From an optimization exercise on the open Yosys and OpenROAD flow, aimed at small area, a short achievable clock period and few clock cycles; shortcuts taken in it are not production practice. The RTL was checked by simulation tests, not by an equivalence proof against the original design. Power figures rest on the tool's default switching activity, not on a simulated workload.

## indigo
## pcpi_spi
module pcpi_spi (
    input  wire        clk,
    input  wire        rst,
    input  wire        start,
    input  wire [9:0]  prog_len,
    input  wire        spi_9bit,
    input  wire [2:0]  dsi_lanes,
    input  wire [15:0] hdisplay,
    input  wire [15:0] hsync_start,
    input  wire [15:0] hsync_end,
    input  wire [15:0] htotal,
    input  wire [15:0] vdisplay,
    input  wire [15:0] vsync_start,
    input  wire [15:0] vsync_end,
    input  wire [15:0] vtotal,
    output wire        busy,
    output wire        done,
    output wire [1:0]  result,
    output wire [9:0]  prog_addr,
    input  wire [7:0]  prog_data,
    output reg         ev_valid,
    input  wire        ev_ready,
    output reg         ev_sleep,
    output reg  [7:0]  ev_data,
    output reg         ev_last
);
Size in the first run: ~3400 cells after synthesis, about 460 flip-flops, roughly 180 I/O pins.
==> flow/config.mk <==
export PLATFORM = sky130hd
export DESIGN_NAME = pcpi_spi
export DESIGN_NICKNAME = pcpi_spi
export VERILOG_FILES = /design/flow/design.v
export SDC_FILE = /design/flow/constraint.sdc
export NUM_CORES = 4
export LEC_CHECK = 0
export ABC_AREA = 1
export CAP_MARGIN = 20
export CORE_MARGIN = 2
export CORE_UTILIZATION = 45
export CTS_BUF_LIST = sky130_fd_sc_hd__clkbuf_4 sky130_fd_sc_hd__clkbuf_8
export CTS_CLUSTER_SIZE = 20
export PLACE_DENSITY = 0.55
export SLEW_MARGIN = 20
==> flow/constraint.sdc <==
create_clock -name core_clock -period 12.0 [get_ports {clk}]
set_input_delay 2.4000 -clock core_clock [delete_from_list [all_inputs] [get_ports {clk}]]
set_output_delay 2.4000 -clock core_clock [all_outputs]
set_load 0.01 [all_outputs]
standard.sh (not shown) runs the stock make flow with config.mk's settings and CLKGATE_MAP_FILE= SYNTH_SCRIPT=/design/flow/synth_recipe.tcl, a recipe that flattens the netlist after the stock synthesis.
==> flow/flow/run.sh <==
#!/bin/bash
# The standard layout (the standard.sh: ORFS synthesis through finish),
# with repair_timing asked for 8 ns of setup slack at the 12 ns clock, so the
# resizer sizes and buffers the critical paths of this small design.  The
# flow's full output goes to standard.log; ORFS keeps its per-step logs.
set -o pipefail
bash standard.sh SETUP_SLACK_MARGIN=8.0 finish > standard.log 2>&1
Testbench counts of indigo, summed over its fixed seeds: cycles 224,219.
## Diff of input files: harbor against indigo
diff --git a/flow/config.mk b/flow/config.mk
--- a/flow/config.mk
+++ b/flow/config.mk
@@ -10,6 +10,4 @@
 export CORE_MARGIN = 2
-export CORE_UTILIZATION = 45
-export CTS_BUF_LIST = sky130_fd_sc_hd__clkbuf_4 sky130_fd_sc_hd__clkbuf_8
-export CTS_CLUSTER_SIZE = 20
-export PLACE_DENSITY = 0.55
+export CORE_UTILIZATION = 55
+export PLACE_DENSITY = 0.65
 export SLEW_MARGIN = 20
## What came out
harbor completed every stage of the flow, and the final layout passed the timing, design-rule and antenna checks. harbor reports its beginning of the critical path as done_r while indigo reports vdisplay[7]. First-iteration DRC count was higher in the run labelled harbor. Summary of harbor over indigo: final worst setup slack up 0.057 ns, standby leakage power fell by 0.56 nW. Relative to indigo, harbor improves power.
For onyx, these inputs were changed with respect to harbor:
diff --git a/flow/config.mk b/flow/config.mk
--- a/flow/config.mk
+++ b/flow/config.mk
@@ -7,3 +7,2 @@
 export LEC_CHECK = 0
-export ABC_AREA = 1
 export CAP_MARGIN = 20
@@ -11,2 +10,4 @@
 export CORE_UTILIZATION = 55
+export CTS_BUF_LIST = sky130_fd_sc_hd__clkbuf_4 sky130_fd_sc_hd__clkbuf_8
+export CTS_CLUSTER_SIZE = 20
 export PLACE_DENSITY = 0.65
==> comparison <==
- onyx vs. harbor: maximum ir drop on the vdd rail went down by about 8%.
- Summary — clock share of power, onyx relative to harbor: higher, by 0.2 points.
- | post-layout instance area | onyx vs harbor | 0.33% lower |
Setup changes, onyx to willow
diff --git a/flow/config.mk b/flow/config.mk
--- a/flow/config.mk
+++ b/flow/config.mk
@@ -10,4 +10,2 @@
 export CORE_UTILIZATION = 55
-export CTS_BUF_LIST = sky130_fd_sc_hd__clkbuf_4 sky130_fd_sc_hd__clkbuf_8
-export CTS_CLUSTER_SIZE = 20
 export PLACE_DENSITY = 0.65
Findings:
- Relative to onyx, via count of the first global-routing pass has decreased by 0.93% in willow.
- [willow vs onyx] wire length on met2: higher in willow
- Compared onyx against willow; register-to-register slack within noise.
- Sort onyx and willow by number of gates given a new drive strength after cts asc -> top: willow
- Critical path depth: willow higher than onyx
- willow vs onyx on clock network latency to the later pin of the worst-skew pair: willow is the lower one.
- For the clock network fraction of total power, willow came in 1.0 points higher than onyx did.
- onyx and willow ended up with nearly the same global-route usage.
- The run showing the greater setup fix buffers added after clock tree synthesis is onyx.
- On required time of the critical path: between onyx and willow, it ends up higher for willow.
## Diff of input files: violet against willow
diff --git a/flow/config.mk b/flow/config.mk
--- a/flow/config.mk
+++ b/flow/config.mk
@@ -7,2 +7,3 @@
 export LEC_CHECK = 0
+export ABC_AREA = 1
 export CAP_MARGIN = 20
@@ -10,2 +11,4 @@
 export CORE_UTILIZATION = 55
+export CTS_BUF_LIST = sky130_fd_sc_hd__clkbuf_4 sky130_fd_sc_hd__clkbuf_8
+export CTS_CLUSTER_SIZE = 20
 export PLACE_DENSITY = 0.65
Findings:
- violet ended up with a higher synthesized area than willow did.
- Against willow, detailed router's first-iteration violation count in violet rose by more than 10%.
- Between violet and willow, the share of synthesized cell area in full adder, half adder and majority cells figures differ only marginally.
- Comparing quantity of gates resized following cts for violet and willow, the smaller number came from violet.
- Summary of violet over willow: sum of met2 wire segment lengths after detailed routing now larger; global-route usage now larger; number of non-filler instances in the completed layout now larger.
- For willow, the slowest cell on the critical path was sky130_fd_sc_hd__or4b_4, unlike violet, where it was sky130_fd_sc_hd__clkdlybuf4s50_1.

-- separate check: timing with driven ports --
No port has a modelled driver above. Below, the same layouts with a new extraction and two added sets of constraints. Step 1 assumes that a clkbuf_16 drives the clock port and a buf_2 every other input. Step 2, shift: input delay + t, output delay - t, t = (earliest + latest rising clock arrival at the registers) / 2. This alone moves slack from input paths to output paths. Three values: ideal, step 1, step 2; two values: the first two.
run | t, ns | setup slack, ns | hold WS [ns] | worst data-port slew with drivers (ns) | cell pins on the clock port's net
indigo | 0.729 | 7.951 / 7.973 / 7.244 | 0.455 / 0.455 / 0.455 | 0.07 | 1
harbor | 0.665 | 8.007 / 7.944 / 7.465 | 0.458 / 0.458 / 0.458 | 0.07 | 1
onyx | 0.728 | 7.984 / 7.993 / 7.277 | 0.463 / 0.463 / 0.463 | 0.06 | 1
willow | 0.667 | 7.991 / 7.990 / 7.414 | 0.468 / 0.468 / 0.468 | 0.06 | 1
violet | 0.699 | 8.081 / 8.026 / 7.479 | 0.461 / 0.461 / 0.461 | 0.07 | 1
After both steps every run listed still meets setup and hold.
